This is an optimization exercise on Yosys and OpenROAD, whose aim is small area and a short achievable clock period, not a production implementation. The RTL was checked by simulation tests, not by an equivalence proof against the original design. Power figures rest on the tool's default switching activity, not on a simulated workload.

==> design.v <==
module tsow_core (
    input  wire        clk,
    input  wire        rst,         
    input  wire        tick,        
    input  wire        line_in,
    output reg         line_out,
    output reg         line_oe,
    input  wire        cmd_valid,
    input  wire [31:0] cmd,
    output reg  [31:0] rsp
);
    localparam [7:0] HOST_ID = 8'hA5;
    localparam [1:0] PH_IDLE = 2'd0, PH_CAL = 2'd1, PH_RXB = 2'd2, PH_TXB = 2'd3;
    localparam [1:0] CS_NONE = 2'd0, CS_RUNNING = 2'd1, CS_DONE = 2'd2, CS_TIMEOUT = 2'd3;
    localparam [3:0] ST_OK = 4'h0, ST_INVALID = 4'h1, ST_EMPTY = 4'h2, ST_CALTO = 4'h3,
                     ST_BUSY = 4'h4, ST_FULL = 4'h5, ST_ILLEGAL = 4'hF;
    localparam [2:0] TU_HOST = 3'd0, TU_DEST = 3'd1, TU_LEN = 3'd2, TU_PAY = 3'd3,
                     TU_FLAG = 3'd4, TU_END = 3'd5;
    localparam [2:0] RF_SRC = 3'd0, RF_DST = 3'd1, RF_LEN = 3'd2, RF_PAY = 3'd3,
                     RF_FLAG = 3'd4;
    reg [1:0]  phase;
    reg        txreq;
    reg [1:0]  calst;
    reg [9:0]  period;           
    reg        mal, ovr;
    reg [7:0]  dest;
    reg [7:0]  txq_mem [0:63];
    reg [6:0]  txq_len;
    reg        tw_en;            
    reg [5:0]  tw_idx;
    reg [7:0]  tw_dat;
    reg [7:0]  txf_mem [0:63];
    reg        txf_ld1, txf_ld;  
    reg [6:0]  tx_len;
    reg [7:0]  tx_dest;
    reg [6:0]  tx_sr;            
    reg [2:0]  tx_bl;            
    reg [2:0]  tx_nx;            
    reg [6:0]  tx_rem;           
    reg [7:0]  tx_lo, tx_hi;     
    reg [7:0]  tx_nb;            
    reg [9:0]  wait_cnt;
    reg [9:0]  cal_n;
    reg [9:0]  cal_hi;
    reg [7:0]  rxa_mem [0:63];
    reg [7:0]  rxf_mem [0:63];
    reg [7:0]  out_mem [0:63];
    reg [6:0]  rxf_len;
    reg [7:0]  rxf_src;
    reg        rxf_fin;
    reg        rxf_v;
    reg        rxf_pend;         
    reg        out_pend;         
    reg [6:0]  out_len;
    reg [7:0]  out_lo, out_hi;   
    reg [7:0]  out_cur;          
    reg [7:0]  rx_sr;
    reg [2:0]  rx_bit;
    reg [2:0]  rx_fld;
    reg [7:0]  rx_cnt;           
    reg [7:0]  rx_len;
    reg [7:0]  rx_src;
    reg        rx_acc;
    reg        rx_pend;          
    reg        rx_store;         
    wire [3:0] op  = cmd[31:28];
    wire z_hi = (cmd[27:10] == 18'd0);
    wire z_98 = (cmd[9:8] == 2'd0);
    wire z_72 = (cmd[7:2] == 6'd0);
    wire z_10 = (cmd[1:0] == 2'd0);
    wire z_all = z_hi & z_98 & z_72 & z_10;
    wire c_stat   = cmd_valid & (op == 4'd0) & z_all;
    wire c_fill   = cmd_valid & (op == 4'd1) & z_hi;
    wire c_unload = cmd_valid & (op == 4'd2) & z_all;
    wire c_read   = cmd_valid & (op == 4'd3) & z_all;
    wire c_poll   = cmd_valid & (op == 4'd4) & z_all;
    wire c_result = cmd_valid & (op == 4'd5) & z_all;
    wire c_ack    = cmd_valid & (op == 4'd6) & z_hi & z_98 & z_72;
    wire c_setd   = cmd_valid & (op == 4'd7) & z_hi & z_98;
    wire c_info   = cmd_valid & (op == 4'd8) & z_all;
    wire txq_full  = txq_len[6];
    wire fill_ok   = c_fill & cmd[9] & ~txreq & ~txq_full;
    wire unload_ok = c_unload & rxf_v;
    wire read_ok   = c_read & (out_len != 7'd0);
    wire poll_busy = (phase == PH_TXB) | (phase == PH_CAL) | txreq;
    wire poll_ok   = c_poll & ~poll_busy;
    wire rx_mid    = (phase == PH_RXB) & ((rx_fld != RF_SRC) | (rx_bit != 3'd0));
    wire ack_mal   = c_ack & cmd[0];
    wire ack_ovr   = c_ack & cmd[1];
    function [7:0] sel64(input [511:0] mem, input [7:0] hi, input [7:0] lo);
        integer g, j;
        reg [7:0] grp;
        begin
            sel64 = 8'd0;
            for (g = 0; g < 8; g = g + 1) begin
                grp = 8'd0;
                for (j = 0; j < 8; j = j + 1)
                    grp = grp | (mem[64*g + 8*j +: 8] & {8{lo[j]}});
                sel64 = sel64 | (grp & {8{hi[g]}});
            end
        end
    endfunction
    reg [511:0] out_flat, txf_flat;
    integer i;
    always @* begin
        for (i = 0; i < 64; i = i + 1) begin
            out_flat[8*i +: 8] = out_mem[i];
            txf_flat[8*i +: 8] = txf_mem[i];
        end
    end
    wire [7:0] out_next  = out_pend ? rxf_mem[1] : sel64(out_flat, out_hi, out_lo);
    wire [7:0] rxf_first = rxf_pend ? rxa_mem[0] : rxf_mem[0];
    wire [6:0] txq_len_p1 = txq_len + 7'd1;
    wire [6:0] out_len_m1 = out_len - 7'd1;
    reg [31:0] n_rsp;
    always @* begin
        n_rsp = {ST_ILLEGAL, 28'd0};
        if (c_stat)
            n_rsp = {ST_OK, 2'b00, 1'b0, out_len, 1'b0, txq_len, 1'b0, calst,
                     ovr, mal, rxf_v, txreq, (phase == PH_TXB), phase};
        if (c_fill) begin
            if (!cmd[9])       n_rsp = {ST_INVALID, 28'd0};
            else if (txreq)    n_rsp = {ST_BUSY, 28'd0};
            else if (txq_full) n_rsp = {ST_FULL, 28'd0};
            else               n_rsp = {ST_OK, 20'd0, 1'b0, txq_len_p1};
        end
        if (c_unload)
            n_rsp = rxf_v ? {ST_OK, 11'd0, rxf_fin, rxf_src, 1'b0, rxf_len}
                          : {ST_EMPTY, 28'd0};
        if (c_read)
            n_rsp = (out_len != 7'd0) ? {ST_OK, 12'd0, 1'b0, out_len_m1, out_cur}
                                      : {ST_EMPTY, 28'd0};
        if (c_poll)
            n_rsp = poll_busy ? {ST_BUSY, 28'd0} : {ST_OK, 27'd0, rx_mid};
        if (c_result)
            case (calst)
                CS_NONE:    n_rsp = {ST_EMPTY, 28'd0};
                CS_RUNNING: n_rsp = {ST_BUSY, 28'd0};
                CS_DONE:    n_rsp = {ST_OK, 18'd0, period};
                default:    n_rsp = {ST_CALTO, 28'd0};
            endcase
        if (c_ack)
            n_rsp = {ST_OK, 26'd0, ovr, mal};
        if (c_setd)
            n_rsp = {ST_OK, 28'd0};
        if (c_info)
            n_rsp = {ST_OK, 12'd0, dest, HOST_ID};
    end
    wire slot_end = (wait_cnt == 10'd1);
    wire tx_start = tick & (phase == PH_IDLE) & (txreq | (fill_ok & cmd[8]));
    wire cal_step = tick & (phase == PH_CAL);
    wire cal_last = (cal_n == 10'd599);
    wire cal_drop = cal_step & ~line_in & (cal_hi != 10'd0);
    wire cal_to   = cal_step & cal_last & (line_in | (cal_hi == 10'd0));
    wire rx_sample = tick & (phase == PH_RXB) & slot_end;
    wire [7:0] rx_v = {rx_sr[6:0], line_in};
    wire rx_byte_done = rx_sample & (rx_bit == 3'd7);
    wire rx_len_ok = (rx_len <= 8'd64);
    wire rx_flag   = rx_byte_done & (rx_fld == RF_FLAG) & ~poll_ok;
    wire rxf_v_c   = rxf_v & ~unload_ok;    
    wire rx_acc_pre = (phase == PH_RXB) & slot_end & (rx_bit == 3'd7) &
                      (rx_fld == RF_FLAG) & rx_len_ok & rx_acc;
    wire acc_free = rx_acc_pre & ~rxf_v;      
    wire acc_unl  = rx_acc_pre & rxf_v;       
    wire rx_accept = tick & ((acc_free & ~poll_ok) | (acc_unl & unload_ok));
    wire rx_ovr    = rx_flag & rx_len_ok & rx_acc & rxf_v_c;
    wire rx_mal    = rx_flag & ~rx_len_ok;
    wire rx_fin    = rx_flag & line_in;
    wire tx_step = tick & (phase == PH_TXB) & slot_end;
    wire tx_last = (tx_bl == 3'd0) & (tx_nx == TU_END);
    reg [7:0] tx_unit;
    always @* begin
        case (tx_nx)
            TU_HOST: tx_unit = HOST_ID;
            TU_DEST: tx_unit = tx_dest;
            TU_LEN:  tx_unit = {1'b0, tx_len};
            TU_PAY:  tx_unit = tx_nb;
            default: tx_unit = 8'h01;
        endcase
    end
    always @(posedge clk) begin
        rxf_pend <= rx_accept;
        out_pend <= unload_ok;
        txf_ld1  <= tx_start;
        txf_ld   <= txf_ld1;
        tw_en    <= fill_ok;
        tw_idx   <= txq_len[5:0];
        tw_dat   <= cmd[7:0];
        rx_pend  <= rx_byte_done & (rx_fld == RF_PAY);
        rx_store <= rx_acc & rx_len_ok;
        if (rx_pend)
            rx_cnt <= rx_cnt + 8'd1;
        tx_nb    <= sel64(txf_flat, tx_hi, tx_lo);
        if (rst) begin
            phase    <= PH_IDLE;
            txreq    <= 1'b0;
            calst    <= CS_NONE;
            period   <= 10'd3;
            mal      <= 1'b0;
            ovr      <= 1'b0;
            dest     <= 8'd0;
            line_oe  <= 1'b0;
            line_out <= 1'b0;
            txq_len  <= 7'd0;
            out_len  <= 7'd0;
            rxf_v    <= 1'b0;
            rsp      <= 32'd0;
        end else begin
            if (cmd_valid)
                rsp <= n_rsp;
            if (c_setd)
                dest <= cmd[7:0];
            mal <= (mal & ~ack_mal) | (poll_ok & rx_mid) | rx_mal;
            ovr <= (ovr & ~ack_ovr) | rx_ovr;
            rxf_v <= rxf_v_c | rx_accept;
            if (tx_start)
                txq_len <= 7'd0;
            else if (fill_ok)
                txq_len <= txq_len_p1;
            if (tx_start)
                txreq <= 1'b0;
            else if (fill_ok & cmd[8])
                txreq <= 1'b1;
            if (unload_ok)
                out_len <= rxf_len;
            else if (read_ok)
                out_len <= out_len_m1;
            if (poll_ok) begin
                phase <= PH_CAL;
                calst <= CS_RUNNING;
            end else if (tx_start) begin
                phase <= PH_TXB;
            end else if (cal_drop) begin
                phase  <= PH_RXB;
                calst  <= CS_DONE;
                period <= cal_hi;
            end else if (cal_to) begin
                phase <= PH_IDLE;
                calst <= CS_TIMEOUT;
            end else if (rx_fin | (tx_step & tx_last)) begin
                phase <= PH_IDLE;
            end
            if (tx_start) begin
                line_oe  <= 1'b1;
                line_out <= 1'b1;
            end else if (tx_step) begin
                if (tx_last) begin
                    line_oe  <= 1'b0;
                    line_out <= 1'b0;
                end else if (tx_bl != 3'd0) begin
                    line_out <= tx_sr[6];
                end else begin
                    line_out <= tx_unit[7];
                end
            end
        end
        if (unload_ok) begin
            out_lo  <= 8'b0000_0010;
            out_hi  <= 8'b0000_0001;
            out_cur <= rxf_first;
        end else if (read_ok) begin
            out_lo  <= {out_lo[6:0], out_lo[7]};
            if (out_lo[7])
                out_hi <= {out_hi[6:0], out_hi[7]};
            out_cur <= out_next;
        end
        if (phase != PH_CAL) begin
            cal_n  <= {9'd0, tick};
            cal_hi <= {9'd0, tick & line_in};
        end else if (tick) begin
            cal_n <= cal_n + 10'd1;
            if (line_in)
                cal_hi <= cal_hi + 10'd1;
        end
        case (phase)
            PH_IDLE: wait_cnt <= period;
            PH_CAL:  wait_cnt <= cal_hi + {1'b0, cal_hi[9:1]};
            default: if (tick) wait_cnt <= slot_end ? period : wait_cnt - 10'd1;
        endcase
        if (phase == PH_IDLE) begin
            tx_len  <= txq_len + {6'd0, fill_ok};
            tx_dest <= c_setd ? cmd[7:0] : dest;
            tx_sr   <= 7'd0;
            tx_bl   <= 3'd1;
            tx_nx   <= TU_HOST;
        end else if (tx_step) begin
            if (tx_bl != 3'd0) begin
                tx_sr <= {tx_sr[5:0], 1'b0};
                tx_bl <= tx_bl - 3'd1;
            end else begin
                tx_sr <= tx_unit[6:0];
                tx_bl <= 3'd7;
                case (tx_nx)
                    TU_HOST: tx_nx <= TU_DEST;
                    TU_DEST: tx_nx <= TU_LEN;
                    TU_LEN:  tx_nx <= (tx_len == 7'd0) ? TU_FLAG : TU_PAY;
                    TU_PAY:  tx_nx <= (tx_rem == 7'd1) ? TU_FLAG : TU_PAY;
                    default: tx_nx <= TU_END;
                endcase
                if (tx_nx == TU_LEN) begin
                    tx_rem <= tx_len;
                    tx_lo  <= 8'b0000_0001;
                    tx_hi  <= 8'b0000_0001;
                end else if (tx_nx == TU_PAY) begin
                    tx_rem <= tx_rem - 7'd1;
                    tx_lo  <= {tx_lo[6:0], tx_lo[7]};
                    if (tx_lo[7])
                        tx_hi <= {tx_hi[6:0], tx_hi[7]};
                end
            end
        end
        if (phase != PH_RXB) begin
            rx_bit <= 3'd0;
            rx_fld <= RF_SRC;
        end else if (rx_sample) begin
            rx_sr  <= rx_v;
            rx_bit <= rx_bit + 3'd1;
            if (rx_bit == 3'd7) begin
                case (rx_fld)
                    RF_SRC: begin
                        rx_src <= rx_v;
                        rx_fld <= RF_DST;
                    end
                    RF_DST: begin
                        rx_acc <= (rx_v == HOST_ID);
                        rx_fld <= RF_LEN;
                    end
                    RF_LEN: begin
                        rx_len <= rx_v;
                        rx_cnt <= 8'd0;
                        rx_fld <= (rx_v == 8'd0) ? RF_FLAG : RF_PAY;
                    end
                    RF_PAY: begin
                        if (rx_cnt + 8'd1 == rx_len)
                            rx_fld <= RF_FLAG;
                    end
                    default: begin
                        rx_fld <= RF_SRC;
                    end
                endcase
            end
        end
        if (rx_accept) begin
            rxf_len <= rx_len[6:0];
            rxf_src <= rx_src;
            rxf_fin <= line_in;
        end
    end
    always @(posedge clk) begin
        if (tw_en)
            txq_mem[tw_idx] <= tw_dat;
        if (rx_pend & rx_store)
            rxa_mem[rx_cnt[5:0]] <= rx_sr;
        for (i = 0; i < 64; i = i + 1) begin
            if (txf_ld)
                txf_mem[i] <= txq_mem[i];
            if (rxf_pend)
                rxf_mem[i] <= rxa_mem[i];
            if (out_pend)
                out_mem[i] <= rxf_mem[i];
        end
    end
endmodule
==> flow/run.sh <==
#!/bin/bash
# The standard layout (standard.sh, synthesis unchanged) with three
# changes to how the resizer works; the clock, SDC and design are unchanged:
#  - repair_timing aims for 6.6 ns of setup slack (a 3.4 ns target);
#  - the port buffers are buf_4 cells rather than the delay cells that
#    buffer_ports picks by default;
#  - the resizer may change a cell's footprint when it sizes it.
set -o pipefail
export SETUP_SLACK_MARGIN=6.6
export BUFFER_PORTS_ARGS="-buffer_cell sky130_fd_sc_hd__buf_4"
bash standard.sh MATCH_CELL_FOOTPRINT=0 finish > standard.log 2>&1
==> standard.sh <==
#!/bin/bash
# synth_recipe.tcl (not shown) runs the flow's synth.tcl, then flattens the netlist and writes it again
# the make line also repeats each setting of config.mk as NAME=value (left out here)
make -C /OpenROAD-flow-scripts/flow DESIGN_CONFIG=/design/flow/config.mk WORK_HOME=/design/flow/orfs CLKGATE_MAP_FILE= SYNTH_SCRIPT=/design/flow/synth_recipe.tcl "${@:-finish}"
==> config.mk <==
export PLATFORM = sky130hd
export DESIGN_NAME = tsow_core
export DESIGN_NICKNAME = tsow_core
export VERILOG_FILES = /design/flow/design.v
export SDC_FILE = /design/flow/constraint.sdc
export NUM_CORES = 4
export LEC_CHECK = 0
export ABC_CLOCK_PERIOD_IN_PS = 3000
export CAP_MARGIN = 20
export CORE_MARGIN = 2
export CORE_UTILIZATION = 50
export CTS_CLUSTER_DIAMETER = 100
export CTS_CLUSTER_SIZE = 30
export SLEW_MARGIN = 20
==> constraint.sdc <==
create_clock -name core_clock -period 10.0 [get_ports {clk}]
set_input_delay 2.0000 -clock core_clock [delete_from_list [all_inputs] [get_ports {clk}]]
set_output_delay 2.0000 -clock core_clock [all_outputs]
set_load 0.01 [all_outputs]
==> results of run 1 <==
## state kept, by name (all words and copies together), names as in the netlist, 10 cells and up
signal    flops
cal_hi       10
cal_n        10
out_mem     512
period       10
rsp          28
rxa_mem     512
rxf_mem     512
txf_mem     512
txq_mem     512
wait_cnt     10
## worst paths after layout
kind | start | slack (ns) | endpoint
setup reg to reg | rx_cnt[2] | 6.57 | rxa_mem[31][0]
hold reg to reg | txf_ld1 | 0.34 | txf_ld
setup / recovery | rx_cnt[2] | 6.57 | rxa_mem[31][0]
hold / removal | txf_ld1 | 0.34 | txf_ld
## power by group through the flow
stage | Sequential [mW] | Clock [mW] | Combinational (mW)
2_1_floorplan | 13.0 | 0 | 0.0201
5_1_grt | 12.7 | 5.82 | 0.0898
3_5_place_dp | 13.0 | 0 | 0.0838
4_1_cts | 12.7 | 5.44 | 0.0848
3_3_place_gp | 13.0 | 0 | 0.0820
6_report | 12.7 | 5.32 | 0.0838
## what timing repair did
action	4_1_cts	5_1_grt
setup buffers	12	18
resized for setup	47	9
hold endpoints to repair	0	0
cloned	0	1
endpoints found under the setup margin	326	268
pin swaps	13	13
## cells in the mapped netlist (14+ instances only)
cell type	count	area [µm²]
inv_1	43	161
nand4_1	165	1030
a21oi_1	78	390
a22oi_1	580	4350
nor2b_1	36	225
nand2b_1	16	100
clkbuf_1	169	634
xnor2_1	42	368
mux2_2	20	225
ha_1	33	413
or3_1	16	100
nor2_1	239	897
xor2_1	26	228
nand3_1	56	280
edfxtp_1	2651	79600
mux2i_1	21	210
and3_1	14	87.6
dfxtp_1	168	3360
nand2_1	148	556
nor3_1	26	130
a222oi_1	14	140
buf_1	29	109
o21ai_0	63	315
## cell type report
type / count / area, µm²
diodes: 1 / 2.50
inverters: 44 / 165
well taps: 2511 / 3140
clock buffers: 135 / 2760
fillers: 14600 / 87300
flip-flops and latches: 2819 / 83000
clock inverters: 11 / 173
repair buffers: 189 / 1560
multi-input cells: 1767 / 11800
## layout by cell type, fill, tap and decap left out, drive strengths merged, types with 7 or more instances in the layout
| cell | n |
|---|---|
| buf | 188 |
| nand4 | 166 |
| or2 | 7 |
| nor2 | 239 |
| clkbuf | 136 |
| or3 | 16 |
| a31oi | 11 |
| a211oi | 10 |
| nand3 | 58 |
| nor4 | 22 |
| dfxtp | 168 |
| mux2 | 20 |
| a22oi | 580 |
| a21oi | 78 |
| nor3 | 28 |
| ha | 33 |
| nand2 | 148 |
| edfxtp | 2651 |
| nor4b | 8 |
| nor3b | 11 |
| xor2 | 26 |
| nor2b | 36 |
| a222oi | 14 |
| xnor2 | 42 |
| nand3b | 10 |
| inv | 51 |
| mux2i | 21 |
| nand2b | 16 |
| and3 | 14 |
| o21ai | 65 |
## through the flow
stage          hold slack (ns)  worst slack, ns
2_1_floorplan            0.309             5.21
3_3_place_gp             0.333             5.12
3_5_place_dp             0.319             5.10
4_1_cts                  0.336             6.56
5_1_grt                  0.352             6.49
6_report                 0.337             6.57
## metal layers
layer  wire, µm  track usage
met3      11400       0.0239
met5          0            0
met4       5670       0.0563
met2     102000        0.352
met1      86800        0.292
## kinds of logic (layout without fill, tap and decap cells)
| family | after synthesis | in the layout | synth area share |
|---|---|---|---|
| AO/OA/AOI/OAI | 819 | 819 | 0.0617 |
| XOR/XNOR | 68 | 68 | 0.00624 |
| adder cells (fa/ha/maj) | 34 | 34 | 0.00453 |
| buffers and inverters | 255 | 379 | 0.0103 |
| flip-flops | 2819 | 2819 | 0.869 |
| multiplexers | 41 | 41 | 0.00456 |
| other | 1 | 5 | 0.0000393 |
| AND/OR/NAND/NOR | 801 | 801 | 0.0438 |
==> results.toml, run 1 <==
[layout]
syn_to_final_growth_pct = 7.51
nets = 4997
stdcell_count = 7477
drive_above_1_share = 0.0894
final_util = 0.540
fin_area_um2 = 103000

[drt]
routed_wl_um = 206000
drcViolationCount = 0
wl_per_cell_um = 27.6
drtIter0Drc = 4728
dr_total_vias = 43800
viasPerCell = 5.86
ant_nets = 0
drtPass1Iterations = 7

[worst_setup_path]
reg2reg_depth = 3
path_buf_inv = 0
path_class = "flip-flop to flip-flop"
path_delay_family = "simple AND/OR/NAND/NOR gates"
cp_data_required_time_ns = 10.41
slowest_stage = "nor2_1"
cp_num_cells = 3
arrival_ns = 3.84
max_stage_delay_ns = 1.22
cp_max_fo = 11
path_cells = "and3_1 -> nand3_1 -> nor2_1"
start_kind = "flip-flop"
critPathCaptureType = "flip-flop"

[power_and_ir_drop]
p_total_mw = 18.1
combPwrFrac = 0.005
swShare = 0.186
peakVddDrop_mv = 0.187
p_leak_nw = 31.1
p_sw_mw = 3.38
power.density_nw_per_um2 = 177
p_int_mw = 14.8
clkPwrFrac = 0.293
seqPwrFrac = 0.702

[timing]
hold_viol = 0
min_period_ns = 3.43
slew_headroom = 0.192
finalMaxSlewViolations = 0
setup_viol = 0
tightest_slew_ns = 1.21
tns_ns = 0
min_period_over_period = 0.343
rsz0062_at_grt = "yes"
skew_ns = 0.0403
fmax_mhz = 292

[placed_design]
post-dp-hpwl_um = 119000
dp.cells = 7296
portBuffers = 66
post_dp_cell_area_um2 = 99200
globalplace.congestion = 0.878

[floorplan]
io_pins = 71
die_h_um = 441
die-area_um2 = 195000
start_util = 0.503
core_region_area_um2 = 190000
num_rows = 160
die-width_um = 441

[global_routing]
grt_max_degree = 199
grt_usage = 0.209
grt_antenna_before_repair = 6
grt_pass1_vias = 42300
gr-total-overflow = 0
grt_pass1_wl_um = 294000

[logic_synthesis]
yosysWarnings = 4
async_flop_share = 0
synth.distinct_cells = 77
ys_seq_area_frac = 0.869
synth_edf_count = 2651
avgSynthCellArea_um2 = 19.7
ys_seq_elements = 2819
ys.flop_type = "edfxtp_1"
syn-cell-area_um2 = 95500
synth_cells = 4838

[clock_network]
path_clk_slew_ns = 0.11
clk_latency_ns = 0.81
postCtsHoldBufs = 0
cts_buffer_depth = 3
htree_levels = 3
cts_inserted_buffers = 105
cts_tree = "done"
cts_sinks = 2819
cts-root-buf = "clkbuf_16"

[hold_path]
hold_class = "flip-flop to flip-flop"
holdPathStages = 0

[run]
maxCapViolations = 0

[run_status]
outcome = "timing/DRC/antenna clean"
==> run 2, diff against run 1 <==
--- a/design.v
+++ b/design.v
@@ -31,12 +31,11 @@
     reg [7:0]  tw_dat;
     reg [7:0]  txf_mem [0:63];
     reg        txf_ld1, txf_ld;  
-    reg [6:0]  tx_len;
+    reg [6:0]  tx_len;           
     reg [7:0]  tx_dest;
     reg [6:0]  tx_sr;            
     reg [2:0]  tx_bl;            
     reg [2:0]  tx_nx;            
-    reg [6:0]  tx_rem;           
     reg [7:0]  tx_lo, tx_hi;     
     reg [7:0]  tx_nb;            
     reg [9:0]  wait_cnt;
@@ -278,7 +277,7 @@
             default: if (tick) wait_cnt <= slot_end ? period : wait_cnt - 10'd1;
         endcase
         if (phase == PH_IDLE) begin
-            tx_len  <= txq_len + {6'd0, fill_ok};
+            tx_len  <= fill_ok ? txq_len_p1 : txq_len;
             tx_dest <= c_setd ? cmd[7:0] : dest;
             tx_sr   <= 7'd0;
             tx_bl   <= 3'd1;
@@ -294,15 +293,14 @@
                     TU_HOST: tx_nx <= TU_DEST;
                     TU_DEST: tx_nx <= TU_LEN;
                     TU_LEN:  tx_nx <= (tx_len == 7'd0) ? TU_FLAG : TU_PAY;
-                    TU_PAY:  tx_nx <= (tx_rem == 7'd1) ? TU_FLAG : TU_PAY;
+                    TU_PAY:  tx_nx <= (tx_len == 7'd1) ? TU_FLAG : TU_PAY;
                     default: tx_nx <= TU_END;
                 endcase
                 if (tx_nx == TU_LEN) begin
-                    tx_rem <= tx_len;
                     tx_lo  <= 8'b0000_0001;
                     tx_hi  <= 8'b0000_0001;
                 end else if (tx_nx == TU_PAY) begin
-                    tx_rem <= tx_rem - 7'd1;
+                    tx_len <= tx_len - 7'd1;
                     tx_lo  <= {tx_lo[6:0], tx_lo[7]};
                     if (tx_lo[7])
                         tx_hi <= {tx_hi[6:0], tx_hi[7]};
==> flow/run.sh (replaced) <==
#!/bin/bash
# The standard layout (standard.sh, synthesis unchanged) with changes to
# how the resizer and CTS work; the clock, SDC and design are unchanged:
#  - repair_timing aims for 6.7 ns of setup slack (a 3.3 ns target);
#  - the port buffers are buf_4 cells rather than the delay cells that
#    buffer_ports picks by default;
#  - the resizer may change a cell's footprint when it sizes it;
#  - CTS clusters up to 24 sinks within 80 um and adds no dummy loads.
set -o pipefail
export SETUP_SLACK_MARGIN=6.7
export BUFFER_PORTS_ARGS="-buffer_cell sky130_fd_sc_hd__buf_4"
export CTS_ARGS="-sink_clustering_enable -repair_clock_nets -sink_clustering_size 24 -sink_clustering_max_diameter 80 -dont_use_dummy_load"
bash standard.sh MATCH_CELL_FOOTPRINT=0 finish > standard.log 2>&1
--- a/config.mk
+++ b/config.mk
@@ -8,7 +8,5 @@
 export ABC_CLOCK_PERIOD_IN_PS = 3000
 export CAP_MARGIN = 20
 export CORE_MARGIN = 2
-export CORE_UTILIZATION = 50
-export CTS_CLUSTER_DIAMETER = 100
-export CTS_CLUSTER_SIZE = 30
-export SLEW_MARGIN = 20
+export CORE_UTILIZATION = 65
+export SLEW_MARGIN = 60
==> run 2 against run 1 <==
Synthesized area shrank 0.34%. Clock skew is 0.028 ns higher. Final cell count fell by 7.9%. Non-clock buffer count rose by 53. Sequential power is essentially flat. Wire length fell by 1.5%. Register-to-register slack improved by 0.25 ns. Clock power is 7.5% higher. Via count increased by 0.79%. Design area rose by 1.5%. Synthesized cell count decreased by 1.0%. Total power grew 2.1%.
==> results.toml, run 2 <==
[global_routing]
grt_antenna_before_repair = 3
grt_pass1_vias = 43000
grt_max_degree = 79
grt_usage = 0.271
gr-total-overflow = 0
grt_pass1_wl_um = 292000

[placed_design]
dpl_worst_slack_ns = 5.29
portBuffers = 66
globalplace.congestion = 0.888
post-dp-hpwl_um = 121000

[layout]
multiInputGateArea_um2 = 12700
antennaDiodeCount = 0
nFillCells = 8580
seq_area_um2 = 82900
layout_commonest_cell = "edfxtp_1"
nets = 5043
final_util = 0.716
drive_above_1_share = 0.134
syn_to_final_growth_pct = 9.49
final_cell_mix = "2,644 x edfxtp_1, 580 x a22oi_1, 158 x nand4_1, 137 x clkbuf_16, 136 x buf_4"

[timing]
min_period_ns = 3.29
tns_ns = 0
hold_viol = 0
fin_ws_ns = 6.71
skew_ns = 0.0683
slew_headroom = 0.601
tightest_slew_ns = 0.594
setup_viol = 0
rsz0062_at_grt = "yes"
hold_ws_ns = 0.339
fmax_mhz = 304
min_period_over_period = 0.329
finalMaxSlewViolations = 0

[worst_setup_path]
critPathCapture = "rsp[13]"
critPathLaunch = "rsp[13]"
reg2reg_slack_ns = 6.82
r2r_end = "out_cur[7]"
arrival_ns = 1.29
reg2reg_depth = 8
path_buf_inv = 1
critPathCaptureType = "primary output"
start_kind = "flip-flop"
cp_data_required_time_ns = 8.00
path_delay_family = "flip-flops"
slowest_stage = "dfxtp_4"
max_stage_delay_ns = 0.37
path_cells = "buf_6"
r2r_start = "out_lo[5]"
path_class = "flip-flop to primary output"
cp_num_cells = 1
cp_max_fo = 2

[drt]
routed_wl_um = 203000
ant_nets = 0
wl_per_cell_um = 29.4
dr_total_vias = 44100
drtIter0Drc = 4826
drcViolationCount = 0
viasPerCell = 6.41
drtPass1Iterations = 6

[power_and_ir_drop]
p_total_mw = 18.5
peakVddDrop_mv = 0.199
p_leak_nw = 31.6
power.density_nw_per_um2 = 178

[floorplan]
num_rows = 140
io_pins = 71
die-area_um2 = 150000
die_h_um = 387
die-width_um = 387
core_region_area_um2 = 146000
start_util = 0.654

[clock_network]
clk_latency_ns = 0.81
cts_inserted_buffers = 137
cts_buffer_depth = 3
htree_levels = 4
cts_sinks = 2812
cts_tree = "done"
path_clk_slew_ns = 0.09
postCtsHoldBufs = 0
cts-root-buf = "clkbuf_16"

[logic_synthesis]
syn-cell-area_um2 = 95200
async_flop_share = 0
yosysTopAreaCell = "edfxtp_1"
synth_cells = 4788
post-synth-top-count-cell = "edfxtp_1"
yosysWarnings = 4
ys.flop_type = "edfxtp_1"
ys_seq_elements = 2812
synth.distinct_cells = 87
synth_edf_count = 2644
avgSynthCellArea_um2 = 19.9
synth_area_leaders = "edfxtp_1 83%, a22oi_1 4.6%, dfxtp_1 3.5%, nand4_1 1.0%, nor2_1 0.96%"
ys_seq_area_frac = 0.869
netlist.area_leader.share = 0.834
synthTopCellsByCount = "2,644 x edfxtp_1, 584 x a22oi_1, 244 x nor2_1, 168 x dfxtp_1, 158 x nand4_1"

[hold_path]
hold_class = "flip-flop to flip-flop"

[run_status]
outcome = "timing/DRC/antenna clean"

[run]
maxCapViolations = 0
run 2: worst register-to-register path, delay by kind of cell (launching register included):
kind | cells | cell delay [ns]
compound gates | 4 | 1.11
buf+inv | 2 | 0.67
flops | 1 | 0.47
simple gates | 2 | 0.67
run 2: layer usage:
layer | up-vias | GRT usage | wire (µm)
met1 | 22800 | 0.378 | 82500
met3 | 299 | 0.0338 | 11600
met4 | 0 | 0.0848 | 6380
li1 | 19500 | - | -
met2 | 1597 | 0.455 | 102000
met5 | - | 0 | 0
run 2: cells by family after synthesis:
logic type / count (synthesis) / synth area share
compound gates: 825 / 0.0621
flops: 2812 / 0.869
simple gates: 759 / 0.0425
mux: 49 / 0.00538
buf+inv: 248 / 0.0105
xor+xnor: 62 / 0.00570
other cells: 1 / 0.0000394
fa+ha+maj: 32 / 0.00429
run 2: what timing repair did:
| item | 4_1_cts | 5_1_grt |
|---|---|---|
| pin swaps | 8 | 12 |
| gates cloned | 2 | 1 |
| gates resized for setup | 57 | 21 |
| setup buffers | 9 | 22 |
| setup endpoints to repair | 121 | 105 |
run 2: power by group:
part | internal [mW] | switching [mW] | total [mW]
logic | 0.0258 | 0.0683 | 0.0941
registers | 12.7 | 0.00286 | 12.7
clock network | 2.45 | 3.27 | 5.72
run 2: worst min-delay path by stage:
| stage | endpoint | cells after the start | startpoint | slack (ns) |
|---|---|---|---|---|
| 6_report | txf_ld | 0 | txf_ld1 | 0.34 |
| 2_1_floorplan | txf_ld | 0 | txf_ld1 | 0.31 |
| 3_3_place_gp | txf_ld | 0 | txf_ld1 | 0.35 |
| 4_1_cts | txf_ld | 0 | txf_ld1 | 0.34 |
| 5_1_grt | txf_ld | 0 | txf_ld1 | 0.34 |
| 3_5_place_dp | txf_ld | 0 | txf_ld1 | 0.33 |
run 2: layout make-up:
class	instances	area share
Clock buffer	137	0.0329
Inverter	47	0.00194
Multi-Input combinational cell	1731	0.122
Sequential cell	2812	0.795
Tap cell	1917	0.0230
Timing Repair Buffer	242	0.0252
Timing Repair inverter	3	0.000240
run 2: metrics by stage:
step	instance area, µm²	instances
3_5_place_dp	99800	6698
3_3_place_gp	98000	6655
6_report	104000	6889
5_1_grt	104000	6889
2_1_floorplan	95200	4791
4_1_cts	103000	6846
==> run 3, diff against run 2 <==
--- a/design.v
+++ b/design.v
@@ -27,7 +27,6 @@
     reg [7:0]  txq_mem [0:63];
     reg [6:0]  txq_len;
     reg        tw_en;            
-    reg [5:0]  tw_idx;
     reg [7:0]  tw_dat;
     reg [7:0]  txf_mem [0:63];
     reg        txf_ld1, txf_ld;  
@@ -167,6 +166,7 @@
     wire rx_fin    = rx_flag & line_in;
     wire tx_step = tick & (phase == PH_TXB) & slot_end;
     wire tx_last = (tx_bl == 3'd0) & (tx_nx == TU_END);
+    wire [5:0] tx_first = 6'd0 - tx_len[5:0];
     reg [7:0] tx_unit;
     always @* begin
         case (tx_nx)
@@ -183,7 +183,6 @@
         txf_ld1  <= tx_start;
         txf_ld   <= txf_ld1;
         tw_en    <= fill_ok;
-        tw_idx   <= txq_len[5:0];
         tw_dat   <= cmd[7:0];
         rx_pend  <= rx_byte_done & (rx_fld == RF_PAY);
         rx_store <= rx_acc & rx_len_ok;
@@ -297,8 +296,8 @@
                     default: tx_nx <= TU_END;
                 endcase
                 if (tx_nx == TU_LEN) begin
-                    tx_lo  <= 8'b0000_0001;
-                    tx_hi  <= 8'b0000_0001;
+                    tx_lo  <= 8'd1 << tx_first[2:0];
+                    tx_hi  <= 8'd1 << tx_first[5:3];
                 end else if (tx_nx == TU_PAY) begin
                     tx_len <= tx_len - 7'd1;
                     tx_lo  <= {tx_lo[6:0], tx_lo[7]};
@@ -338,15 +337,18 @@
                 endcase
             end
         end
-        if (rx_accept) begin
+        if (~rxf_v | c_unload) begin
             rxf_len <= rx_len[6:0];
             rxf_src <= rx_src;
             rxf_fin <= line_in;
         end
     end
     always @(posedge clk) begin
-        if (tw_en)
-            txq_mem[tw_idx] <= tw_dat;
+        if (tw_en) begin
+            for (i = 0; i < 63; i = i + 1)
+                txq_mem[i] <= txq_mem[i + 1];
+            txq_mem[63] <= tw_dat;
+        end
         if (rx_pend & rx_store)
             rxa_mem[rx_cnt[5:0]] <= rx_sr;
         for (i = 0; i < 64; i = i + 1) begin
--- a/config.mk
+++ b/config.mk
@@ -9,4 +9,4 @@
 export CAP_MARGIN = 20
 export CORE_MARGIN = 2
 export CORE_UTILIZATION = 65
-export SLEW_MARGIN = 60
+export SLEW_MARGIN = 45
==> run 3 against run 2 <==
Clock skew is 0.0068 ns higher. First-iteration DRC count is 2.3% lower. Clock-buffer cell count is 1 higher. Die area is 0.81% lower. Clock power hardly changed. Design area is 2.0% lower. Highest routed layer unchanged.
==> results.toml, run 3 <==
[run_status]
outcome = "timing/DRC/antenna clean"

[global_routing]
grt_max_degree = 148
gr-total-overflow = 0
grt_pass1_vias = 41900
grt_antenna_before_repair = 2
grt_pass1_wl_um = 276000
grt_usage = 0.257

[worst_setup_path]
r2r_start = "out_lo[7]"
path_class = "primary input to flip-flop"
cp_max_fo = 9
arrival_ns = 4.06
path_cells = "buf_4 -> nor4_4 -> nand4_1 -> buf_4 -> buf_6 -> nor3_4 -> buf_4 -> nand4_1 -> buf_4 -> mux2i_1 -> nor2_1"
cp_data_required_time_ns = 10.64
critPathCaptureType = "flip-flop"
timing.critical_path.mode_cell = "buf_4"
max_stage_delay_ns = 0.35
slowest_stage = "nor3_4"
critPathLaunch = "cmd[22]"
start_kind = "primary input"

[placed_design]
globalplace.congestion = 0.908
post-dp-hpwl_um = 111000
portBuffers = 66

[layout]
drive_above_1_share = 0.108
antennaDiodeCount = 0
syn_to_final_growth_pct = 8.19
final_cell_mix = "2,644 x edfxtp_1, 580 x a22oi_1, 161 x nand4_1, 140 x clkbuf_16, 136 x nor2_1"
layout_commonest_cell = "edfxtp_1"
nets = 4906

[clock_network]
cts_tree = "done"
cts_buffer_depth = 3
path_clk_slew_ns = 0.10
cts_sinks = 2806
htree_levels = 4
clk_latency_ns = 0.77
cts-root-buf = "clkbuf_16"
cts_inserted_buffers = 138

[timing]
fmax_mhz = 292
rsz0062_at_grt = "yes"
min_period_over_period = 0.343
finalMaxSlewViolations = 0
hold_viol = 0
skew_ns = 0.0751
slew_headroom = 0.466
tightest_slew_ns = 0.802
min_period_ns = 3.43
setup_viol = 0
tns_ns = 0

[drt]
ant_nets = 0
drtPass1Iterations = 9
routed_wl_um = 190000
dr_total_vias = 43000
viasPerCell = 6.38
drcViolationCount = 0
drtIter0Drc = 4713
wl_per_cell_um = 28.3

[floorplan]
die-area_um2 = 148000
die_h_um = 385
num_rows = 139
io_pins = 71
start_util = 0.656
core_region_area_um2 = 144000
die-width_um = 385

[logic_synthesis]
avgSynthCellArea_um2 = 20.2
async_flop_share = 0
netlist.area_leader.share = 0.841
post-synth-top-count-cell = "edfxtp_1"
ys_seq_area_frac = 0.875
synthTopCellsByCount = "2,644 x edfxtp_1, 581 x a22oi_1, 196 x nor2_1, 162 x dfxtp_1, 161 x nand4_1"
yosysWarnings = 5
yosysTopAreaCell = "edfxtp_1"
synth_edf_count = 2644
synth_area_leaders = "edfxtp_1 84%, a22oi_1 4.6%, dfxtp_1 3.4%, nand4_1 1.1%, nor2_1 0.78%"
synth_cells = 4679
ys_seq_elements = 2806
synth.distinct_cells = 74
syn-cell-area_um2 = 94400
ys.flop_type = "edfxtp_1"

[hold_path]
min-delay-start = "txf_ld1"
hold_class = "flip-flop to flip-flop"

[power_and_ir_drop]
seqPwrFrac = 0.687
p_sw_mw = 3.26
clkPwrFrac = 0.310
swShare = 0.178
p_int_mw = 15.1
p_total_mw = 18.4
p_leak_nw = 31.4
combPwrFrac = 0.003
power.density_nw_per_um2 = 180
peakVddDrop_mv = 0.222

[run]
maxCapViolations = 0
[run 3: cell types whose count changed in the layout (fill, tap and decap cells not counted), sizes merged, moves of 9 or more]
cell / previous run / this run
o21ai: 73 / 52
a22o: 2 / 12
a221oi: 1 / 10
clkbuf: 156 / 147
nand3: 52 / 38
nor2b: 26 / 17
buf: 221 / 198
nor2: 245 / 196
[run 3: final timing paths]
check / to / slack (ns) / cells past startpoint
max: out_hi[5] / 6.57 / 11
min reg2reg: txf_ld / 0.32 / 0
min: txf_ld / 0.32 / 0
max reg2reg: out_cur[7] / 6.80 / 8
[run 3: through the flow]
stage	area, µm²	hold WS, ns	cells	setup slack (ns)	util
2_1_floorplan	94400	0.309	4682	5.21	-
4_1_cts	102000	0.315	6711	6.67	0.707
6_report	102000	0.319	6734	6.57	0.710
5_1_grt	102000	0.321	6734	6.55	0.710
3_3_place_gp	97200	0.322	6531	5.04	0.676
3_5_place_dp	97800	0.319	6553	5.09	0.680
[run 3: cells by family after synthesis]
logic type,Yosys count,share of synthesized area
mux,51,0.00567
simple gates,667,0.0360
flops,2806,0.875
compound gates,811,0.0622
other cells,1,0.0000397
buf+inv,243,0.00997
xor+xnor,64,0.00594
fa+ha+maj,36,0.00485
[run 3: what timing repair did]
action | in CTS | in global routing
setup buffers | 20 | 15
gates resized for setup | 65 | 40
cloned | 0 | 5
setup endpoints to repair | 147 | 86
hold buffers | 0 | 0
pin swaps | 6 | 23
[run 3: area by class of cell]
| cell class | instances | area (µm²) |
|---|---|---|
| Sequential cell | 2806 | 82700 |
| Fill cell | 8637 | 41700 |
| Multi-Input combinational cell | 1634 | 11300 |
| Clock buffer | 138 | 3450 |
| Tap cell | 1903 | 2380 |
| Timing Repair Buffer | 207 | 2100 |
| Inverter | 46 | 188 |
[run 3: layer usage]
| metal | share of wire | global-route usage | vias up |
|---|---|---|---|
| li1 | - | - | 19000 |
| met3 | 0.056 | 0.0302 | 272 |
| met4 | 0.029 | 0.0709 | 0 |
| met1 | 0.42 | 0.373 | 22300 |
| met2 | 0.49 | 0.423 | 1397 |
| met5 | 0 | 0 | - |
[run 3: power by group through the flow]
stage               clock network [mW]  logic (mW)  registers [mW]
floorplan                            0      0.0169            12.9
global placement                     0      0.0389            12.9
detailed placement                   0      0.0389            12.9
CTS                               5.82      0.0419            12.6
global route                      6.18      0.0488            12.6
finish                            5.70      0.0463            12.6
[run 3: worst max-delay path, delay by kind of cell]
| family | cells | cell delay, ns |
|---|---|---|
| buffers and inverters | 5 | 0.87 |
| multiplexers | 1 | 0.17 |
| AND/OR/NAND/NOR | 5 | 1.03 |
==> run 4, diff against run 3 <==
--- a/design.v
+++ b/design.v
@@ -37,8 +37,7 @@
     reg [2:0]  tx_nx;            
     reg [7:0]  tx_lo, tx_hi;     
     reg [7:0]  tx_nb;            
-    reg [9:0]  wait_cnt;
-    reg [9:0]  cal_n;
+    reg [9:0]  wait_cnt;         
     reg [9:0]  cal_hi;
     reg [7:0]  rxa_mem [0:63];
     reg [7:0]  rxf_mem [0:63];
@@ -51,7 +50,6 @@
     reg        out_pend;         
     reg [6:0]  out_len;
     reg [7:0]  out_lo, out_hi;   
-    reg [7:0]  out_cur;          
     reg [7:0]  rx_sr;
     reg [2:0]  rx_bit;
     reg [2:0]  rx_fld;
@@ -106,8 +104,7 @@
             txf_flat[8*i +: 8] = txf_mem[i];
         end
     end
-    wire [7:0] out_next  = out_pend ? rxf_mem[1] : sel64(out_flat, out_hi, out_lo);
-    wire [7:0] rxf_first = rxf_pend ? rxa_mem[0] : rxf_mem[0];
+    wire [7:0] out_byte = out_pend ? rxf_mem[0] : sel64(out_flat, out_hi, out_lo);
     wire [6:0] txq_len_p1 = txq_len + 7'd1;
     wire [6:0] out_len_m1 = out_len - 7'd1;
     reg [31:0] n_rsp;
@@ -126,7 +123,7 @@
             n_rsp = rxf_v ? {ST_OK, 11'd0, rxf_fin, rxf_src, 1'b0, rxf_len}
                           : {ST_EMPTY, 28'd0};
         if (c_read)
-            n_rsp = (out_len != 7'd0) ? {ST_OK, 12'd0, 1'b0, out_len_m1, out_cur}
+            n_rsp = (out_len != 7'd0) ? {ST_OK, 12'd0, 1'b0, out_len_m1, out_byte}
                                       : {ST_EMPTY, 28'd0};
         if (c_poll)
             n_rsp = poll_busy ? {ST_BUSY, 28'd0} : {ST_OK, 27'd0, rx_mid};
@@ -147,9 +144,8 @@
     wire slot_end = (wait_cnt == 10'd1);
     wire tx_start = tick & (phase == PH_IDLE) & (txreq | (fill_ok & cmd[8]));
     wire cal_step = tick & (phase == PH_CAL);
-    wire cal_last = (cal_n == 10'd599);
     wire cal_drop = cal_step & ~line_in & (cal_hi != 10'd0);
-    wire cal_to   = cal_step & cal_last & (line_in | (cal_hi == 10'd0));
+    wire cal_to   = cal_step & slot_end & (line_in | (cal_hi == 10'd0));
     wire rx_sample = tick & (phase == PH_RXB) & slot_end;
     wire [7:0] rx_v = {rx_sr[6:0], line_in};
     wire rx_byte_done = rx_sample & (rx_bit == 3'd7);
@@ -253,26 +249,23 @@
             end
         end
         if (unload_ok) begin
-            out_lo  <= 8'b0000_0010;
+            out_lo  <= 8'b0000_0001;
             out_hi  <= 8'b0000_0001;
-            out_cur <= rxf_first;
         end else if (read_ok) begin
             out_lo  <= {out_lo[6:0], out_lo[7]};
             if (out_lo[7])
                 out_hi <= {out_hi[6:0], out_hi[7]};
-            out_cur <= out_next;
         end
-        if (phase != PH_CAL) begin
-            cal_n  <= {9'd0, tick};
+        if (phase != PH_CAL)
             cal_hi <= {9'd0, tick & line_in};
-        end else if (tick) begin
-            cal_n <= cal_n + 10'd1;
-            if (line_in)
-                cal_hi <= cal_hi + 10'd1;
-        end
-        case (phase)
+        else if (tick & line_in)
+            cal_hi <= cal_hi + 10'd1;
+        if (poll_ok)
+            wait_cnt <= tick ? 10'd599 : 10'd600;
+        else case (phase)
             PH_IDLE: wait_cnt <= period;
-            PH_CAL:  wait_cnt <= cal_hi + {1'b0, cal_hi[9:1]};
+            PH_CAL:  if (tick) wait_cnt <= cal_drop ? cal_hi + {1'b0, cal_hi[9:1]}
+                                                    : wait_cnt - 10'd1;
             default: if (tick) wait_cnt <= slot_end ? period : wait_cnt - 10'd1;
         endcase
         if (phase == PH_IDLE) begin
==> flow/run.sh (replaced) <==
#!/bin/bash
# The standard layout (standard.sh, synthesis unchanged) with changes to
# how the resizer and CTS work; the clock, SDC and design are unchanged:
#  - repair_timing aims for 6.7 ns of setup slack (a 3.3 ns target);
#  - the port buffers are buf_4 cells rather than the delay cells that
#    buffer_ports picks by default;
#  - the resizer may change a cell's footprint when it sizes it;
#  - CTS clusters up to 16 sinks within 50 um under clkbuf_8 leaf buffers
#    and adds no dummy loads.
set -o pipefail
export SETUP_SLACK_MARGIN=6.7
export BUFFER_PORTS_ARGS="-buffer_cell sky130_fd_sc_hd__buf_4"
export CTS_ARGS="-sink_clustering_enable -repair_clock_nets -sink_clustering_size 16 -sink_clustering_max_diameter 50 -sink_clustering_buffer sky130_fd_sc_hd__clkbuf_8 -dont_use_dummy_load"
bash standard.sh MATCH_CELL_FOOTPRINT=0 finish > standard.log 2>&1
==> run 4 against run 3 <==
Sequential power about the same. Critical endpoint is now tx_len[2]. First-iteration DRC count is 1.5% lower. Final cell count rose by 0.88%. Setup slack better by 0.11 ns. Global-route usage increased by 0.58 points. Wire length increased by 2.1%. Worst hold slack got worse by 0.012 ns. Register-to-register slack barely moved.
==> results.toml, run 4 <==
[hold_path]
holdPathStages = 0
hold_class = "flip-flop to flip-flop"
min-delay-start = "txf_ld1"

[logic_synthesis]
ys_seq_elements = 2788
synthTopCellsByCount = "2,643 x edfxtp_1, 585 x a22oi_1, 173 x nor2_1, 157 x nand4_1, 145 x dfxtp_1"
syn-cell-area_um2 = 94100
synth_edf_count = 2643
ys_seq_area_frac = 0.874
avgSynthCellArea_um2 = 20.2
synth_cells = 4659
async_flop_share = 0
ys.flop_type = "edfxtp_1"
yosysTopAreaCell = "edfxtp_1"
netlist.area_leader.share = 0.843
post-synth-top-count-cell = "edfxtp_1"
synth.distinct_cells = 86
synth_area_leaders = "edfxtp_1 84%, a22oi_1 4.7%, dfxtp_1 3.1%, nand4_1 1.0%, nor2_1 0.69%"
yosysWarnings = 5

[power_and_ir_drop]
peakVddDrop_mv = 0.208
p_leak_nw = 31.4
power.density_nw_per_um2 = 176

[worst_setup_path]
slowest_stage = "nor4_2"
reg2reg_slack_ns = 6.80
max_stage_delay_ns = 0.34
r2r_start = "out_lo[5]"
cp_num_cells = 9
cp_data_required_time_ns = 10.46
path_delay_family = "simple AND/OR/NAND/NOR gates"
path_class = "primary input to flip-flop"
start_kind = "primary input"
critPathLaunch = "cmd[26]"
reg2reg_depth = 9
timing.critical_path.mode_cell = "buf_4"
critPathCaptureType = "flip-flop"
arrival_ns = 3.79
path_cells = "buf_4 -> nor4_4 -> buf_4 -> nand4_1 -> nor4_2 -> buf_6 -> nand2_1 -> xor2_1 -> a21oi_1"
cp_max_fo = 10
path_buf_inv = 3

[floorplan]
start_util = 0.655
die-width_um = 385
die-area_um2 = 148000
core_region_area_um2 = 144000
num_rows = 139
io_pins = 71
die_h_um = 385

[layout]
layout_commonest_cell = "edfxtp_1"
syn_to_final_growth_pct = 7.97
nFillCells = 8801
drive_above_1_share = 0.128
multiInputGateArea_um2 = 11500
final_cell_mix = "2,643 x edfxtp_1, 584 x a22oi_1, 190 x clkbuf_8, 157 x nand4_1, 150 x buf_4"
seq_area_um2 = 82400
fin_area_um2 = 102000
antennaDiodeCount = 0
nets = 4963

[timing]
rsz0062_at_grt = "yes"
setup_viol = 0
min_period_over_period = 0.332
min_period_ns = 3.32
tightest_slew_ns = 0.809
fmax_mhz = 301
finalMaxSlewViolations = 0
slew_headroom = 0.461
tns_ns = 0
hold_viol = 0
skew_ns = 0.0763

[drt]
routed_wl_um = 194000
drtIter0Drc = 4641
drtPass1Iterations = 17
viasPerCell = 6.39
wl_per_cell_um = 28.6
dr_total_vias = 43400
drcViolationCount = 0
ant_nets = 0

[global_routing]
grt_pass1_vias = 42700
grt_usage = 0.263
grt_max_degree = 140
gr-total-overflow = 0
grt_pass1_wl_um = 280000
grt_antenna_before_repair = 2

[clock_network]
cts_tree = "done"
path_clk_slew_ns = 0.09
clk_latency_ns = 0.79
htree_levels = 4
postCtsHoldBufs = 0
cts_buffer_depth = 3
cts_sinks = 2788
cts_inserted_buffers = 206
cts-root-buf = "clkbuf_16"

[placed_design]
portBuffers = 66
post-dp-hpwl_um = 112000
globalplace.congestion = 0.871
post_dp_cell_area_um2 = 97700

[run_status]
outcome = "timing/DRC/antenna clean"

[run]
maxCapViolations = 0
[run 4: cell types whose count changed in the layout (fill, tap and decap cells not counted), moves of 10 or more]
cell,change
clkbuf_8,+187
dfxtp_1,-22
mux2i_1,-13
clkbuf_16,-121
nor2_1,-29
buf_4,+19
nor3_1,+10
[run 4: what timing repair did]
action,in CTS,in global routing
endpoints found under the setup margin,140,110
endpoints found under the hold margin,0,0
setup buffers,19,22
cloned,1,3
pin swaps,13,25
gates resized for setup,64,46
[run 4: report_power, final]
group          total, mW  switching, mW  internal, mW  leakage, nW
Sequential          12.6        0.00591          12.6         24.9
Combinational     0.0604         0.0363        0.0242         4.88
Clock               5.25           3.25          2.00         1.57
[run 4: cells by family (layout without fill, tap and decap cells)]
group	Yosys count	count (layout)	share of synthesized area
flops	2788	2788	0.874
compound gates	827	827	0.0641
simple gates	678	678	0.0385
buf+inv	244	472	0.0102
xor+xnor	57	57	0.00530
fa+ha+maj	34	34	0.00460
mux	30	30	0.00335
other cells	1	4	0.0000398
[run 4: cell type report]
type / count / area share
flip-flops and latches: 2788 / 0.810
multi-input cells: 1630 / 0.113
clock buffers: 206 / 0.0298
well taps: 1903 / 0.0234
repair buffers: 221 / 0.0216
inverters: 43 / 0.00171
repair inverters: 2 / 0.000197
[run 4: final timing paths]
kind,end
setup reg to reg,rsp[0]
setup / recovery,tx_len[2]
hold / removal,txf_ld
hold reg to reg,txf_ld
[run 4: per-stage QoR]
step / hold WS, ns / cells / power (mW) / utilization / setup WS (ns)
2_1_floorplan: 0.309 / 4662 / 12.9 / - / 5.43
4_1_cts: 0.310 / 6763 / 18.0 / 0.704 / 6.67
3_3_place_gp: 0.311 / 6513 / 12.9 / 0.675 / 4.88
3_5_place_dp: 0.315 / 6537 / 12.9 / 0.680 / 5.03
5_1_grt: 0.307 / 6793 / 18.4 / 0.708 / 6.63
6_report: 0.307 / 6793 / 17.9 / 0.708 / 6.68
[run 4: metal layers]
metal,GRT usage,up-vias,wire length (µm)
met5,0,-,0
met4,0.0723,0,5280
met3,0.0349,315,12300
met2,0.438,1591,96800
met1,0.373,22400,80000
li1,-,19100,-
==> run 5, diff against run 4 <==
--- a/design.v
+++ b/design.v
@@ -58,7 +58,6 @@
     reg [7:0]  rx_src;
     reg        rx_acc;
     reg        rx_pend;          
-    reg        rx_store;         
     wire [3:0] op  = cmd[31:28];
     wire z_hi = (cmd[27:10] == 18'd0);
     wire z_98 = (cmd[9:8] == 2'd0);
@@ -181,7 +180,6 @@
         tw_en    <= fill_ok;
         tw_dat   <= cmd[7:0];
         rx_pend  <= rx_byte_done & (rx_fld == RF_PAY);
-        rx_store <= rx_acc & rx_len_ok;
         if (rx_pend)
             rx_cnt <= rx_cnt + 8'd1;
         tx_nb    <= sel64(txf_flat, tx_hi, tx_lo);
@@ -269,8 +267,7 @@
             default: if (tick) wait_cnt <= slot_end ? period : wait_cnt - 10'd1;
         endcase
         if (phase == PH_IDLE) begin
-            tx_len  <= fill_ok ? txq_len_p1 : txq_len;
-            tx_dest <= c_setd ? cmd[7:0] : dest;
+            tx_len  <= txq_len;
             tx_sr   <= 7'd0;
             tx_bl   <= 3'd1;
             tx_nx   <= TU_HOST;
@@ -299,6 +296,11 @@
                 end
             end
         end
+        if (txf_ld1) begin
+            tx_dest <= dest;
+            if (tw_en)
+                tx_len <= tx_len + 7'd1;
+        end
         if (phase != PH_RXB) begin
             rx_bit <= 3'd0;
             rx_fld <= RF_SRC;
@@ -342,7 +344,7 @@
                 txq_mem[i] <= txq_mem[i + 1];
             txq_mem[63] <= tw_dat;
         end
-        if (rx_pend & rx_store)
+        if (rx_pend & rx_acc & rx_len_ok)
             rxa_mem[rx_cnt[5:0]] <= rx_sr;
         for (i = 0; i < 64; i = i + 1) begin
             if (txf_ld)
==> run 5 against run 4 <==
Die area fell by 0.26%. Core utilization rose by 0.32 points. Worst hold slack improved by 0.052 ns. Flip-flop and latch count fell by 1. Wire length fell by 1.7%. Final cell count rose by 0.43%. Via count rose by 0.65%. Sequential share of layout area fell by 0.35 points. Synthesized cell count rose by 0.17%. Global-route usage fell by 0.38 points. Setup slack got worse by 0.41 ns. Critical endpoint is now rsp[0]. Highest routed layer is now met5.
==> results.toml, run 5 <==
[layout]
fin_area_um2 = 102000
final_util = 0.711
syn_to_final_growth_pct = 8.61
final_cell_mix = "2,636 x edfxtp_1, 577 x a22oi_1, 190 x clkbuf_8, 156 x buf_4, 143 x nand4_1"
drive_above_1_share = 0.133
nets = 4992
stdcell_count = 6822
layout_commonest_cell = "edfxtp_1"
nFillCells = 8700

[floorplan]
num_rows = 139
core_region_area_um2 = 143000
start_util = 0.654
die_h_um = 384
io_pins = 71
die-width_um = 384
die-area_um2 = 148000

[timing]
skew_ns = 0.0597
tns_ns = 0
min_period_ns = 3.74
fmax_mhz = 268
hold_viol = 0
tightest_slew_ns = 0.825
finalMaxSlewViolations = 0
setup_viol = 0
slew_headroom = 0.450
rsz0062_at_grt = "yes"
min_period_over_period = 0.374
fin_ws_ns = 6.26

[global_routing]
grt_antenna_before_repair = 2
gr-total-overflow = 0
grt_pass1_vias = 42400
grt_pass1_wl_um = 278000
grt_usage = 0.259
grt_max_degree = 105

[logic_synthesis]
netlist.area_leader.share = 0.843
synth_compound_area_frac = 0.0680
synthTopCellsByCount = "2,636 x edfxtp_1, 580 x a22oi_1, 180 x nor2_1, 151 x dfxtp_1, 146 x nand2_1"
ys.flop_type = "edfxtp_1"
synth_area_leaders = "edfxtp_1 84%, a22oi_1 4.6%, dfxtp_1 3.2%, nand4_1 0.95%, nor2_1 0.72%"
synth_mux_area_frac = 0.00253
synth_cells = 4667
yosys.area_share.simple = 0.0343
synth_edf_count = 2636
ys_seq_area_frac = 0.875
yosysWarnings = 5
async_flop_share = 0
synth-adder-area-share = 0.00474
post-synth-top-count-cell = "edfxtp_1"
synth_top_family_by_area = "compound AO/OA/AOI/OAI gates"
ys_seq_elements = 2787
synth.distinct_cells = 74
yosysTopAreaCell = "edfxtp_1"
syn-cell-area_um2 = 93900
avgSynthCellArea_um2 = 20.1
synth_xor_area_frac = 0.00494

[drt]
routed_wl_um = 191000
drtIter0Drc = 4669
viasPerCell = 6.40
dr_total_vias = 43700
wl_per_cell_um = 28.0
drtPass1Iterations = 6
ant_nets = 0
drcViolationCount = 0

[worst_setup_path]
path_cells = "buf_8 -> or4_4 -> or4_4 -> or4_4 -> a311oi_4 -> o31ai_1 -> a211oi_2"
max_stage_delay_ns = 0.57
arrival_ns = 4.40
r2r_start = "out_lo[2]"
path_delay_family = "simple AND/OR/NAND/NOR gates"
r2r_end = "rsp[0]"
cp_max_fo = 4
path_class = "primary input to flip-flop"
path_buf_inv = 1
reg2reg_slack_ns = 6.64
cp_data_required_time_ns = 10.66
reg2reg_depth = 7
slowest_stage = "or4_4"
timing.critical_path.mode_cell = "or4_4"
start_kind = "primary input"
critPathCaptureType = "flip-flop"

[power_and_ir_drop]
p_leak_nw = 31.4
power.density_nw_per_um2 = 175
peakVddDrop_mv = 0.156

[placed_design]
dp.cells = 6546
post-dp-hpwl_um = 110000
portBuffers = 66
dpl_worst_slack_ns = 5.06
globalplace.congestion = 0.898
post_dp_cell_area_um2 = 97400

[hold_path]
holdPathStages = 0
hold_class = "flip-flop to flip-flop"
worstHoldEndpoint = "out_mem[44][0]"
min-delay-start = "rxf_mem[44][0]"

[clock_network]
cts_sinks = 2787
cts_buffer_depth = 3
clk_latency_ns = 0.79
path_clk_slew_ns = 0.09
htree_levels = 4
cts_tree = "done"
cts_inserted_buffers = 206
postCtsHoldBufs = 0
cts-root-buf = "clkbuf_16"

[run_status]
outcome = "timing/DRC/antenna clean"

[run]
maxCapViolations = 0
run 5: what timing repair did:
action | in CTS | in global routing
setup endpoints to repair | 373 | 348
gates resized for setup | 112 | 112
buffers inserted | 29 | 34
pin swaps | 33 | 50
gates cloned | 3 | 2
run 5: logic make-up after synthesis:
kind of cell               Yosys count
other                                1
and+or+nand+nor                    645
muxes                               23
adders and majority gates           35
DFF                               2787
AOI/OAI and AO/OA                  875
xor gates and xnor gates            53
buffers and inverters              248
run 5: how the worst max path moves through the flow:
stage	endpoint	from	cells past startpoint	slack (ns)
after floorplan	tx_len[3]	tw_en	5	4.61
after global routing	rsp[0]	cmd[26]	7	6.27
after detailed placement	rsp[0]	cmd[21]	7	5.06
after global placement	rsp[1]	cmd[22]	9	5.11
after CTS	rsp[0]	cmd[21]	7	6.36
final	rsp[0]	cmd[26]	7	6.26
run 5: metrics by stage:
stage / power (mW) / hold slack, ns
6_report: 17.8 / 0.359
5_1_grt: 18.4 / 0.364
4_1_cts: 18.0 / 0.360
3_5_place_dp: 12.9 / 0.389
3_3_place_gp: 12.9 / 0.389
2_1_floorplan: 12.8 / 0.386
run 5: area by class of cell:
cell class	instances	area, µm²	share of cell area
tap	1903	2380	0.0233
sequential	2787	82300	0.807
timing repair buffer	235	2340	0.0229
clock buffer	206	3030	0.0297
multi-input combinational	1636	11700	0.115
antenna	1	2.50	0.0000245
inverter	51	213	0.00209
timing repair inverter	3	15.0	0.000147
run 5: worst reg2reg max path, cell delays in order (launching register included):
cell and delay (ns):
dfxtp_4 0.79, buf_4 0.73, a22oi_1 0.27, a41oi_1 0.53
a2111oi_2 0.16, a311oi_4 0.42, o31ai_1 0.12, a211oi_2 0.24
run 5: routing by layer:
layer	vias up	part of all wire	GRT usage
met5	-	0.000068	0
met4	2	0.033	0.0853
met3	346	0.063	0.0389
met2	1637	0.50	0.425
met1	22500	0.41	0.364
li1	19200	-	-
run 5: power by group:
group	leakage, nW	switching [mW]	internal (mW)
clock network	1.57	3.21	2.00
logic	4.86	0.0323	0.0226
registers	24.9	0.00746	12.5

[port drivers added, routing unchanged]
Ports are ideal in the flow. The routed layouts listed here were re-timed in OpenROAD. Step 1 (the two cells are an assumption about what drives the block):
set clk [get_ports {clk}]
set_driving_cell -lib_cell sky130_fd_sc_hd__clkbuf_16 $clk
set_driving_cell -lib_cell sky130_fd_sc_hd__buf_2 [delete_from_list [all_inputs] $clk]
Step 2 also shifts input and output timing later by t, the mid clock arrival at the registers, as if the neighbouring blocks saw the same clock. a / b / c = no drivers / after step 1 / after step 2; a / b = the first two.
run | t, ns | slack for setup (ns) | slew at the worst register clock pin (ns) | cell pins on the clock port's net
run 1 | 0.884 | 6.574 / 6.574 / 5.786 | 0.12 / 0.12 | 1
run 2 | 0.855 | 6.710 / 6.627 / 5.939 | 0.10 / 0.10 | 1
run 3 | 0.822 | 6.572 / 6.617 / 5.795 | 0.10 / 0.10 | 1
run 4 | 0.836 | 6.678 / 6.639 / 5.899 | 0.10 / 0.10 | 1
run 5 | 0.844 | 6.263 / 6.308 / 5.464 | 0.10 / 0.10 | 1
After both steps setup and hold are still met in every run listed. The setup slack of run 5, which loses most, moves by +0.045 ns with the drivers and by -0.799 ns with both steps.
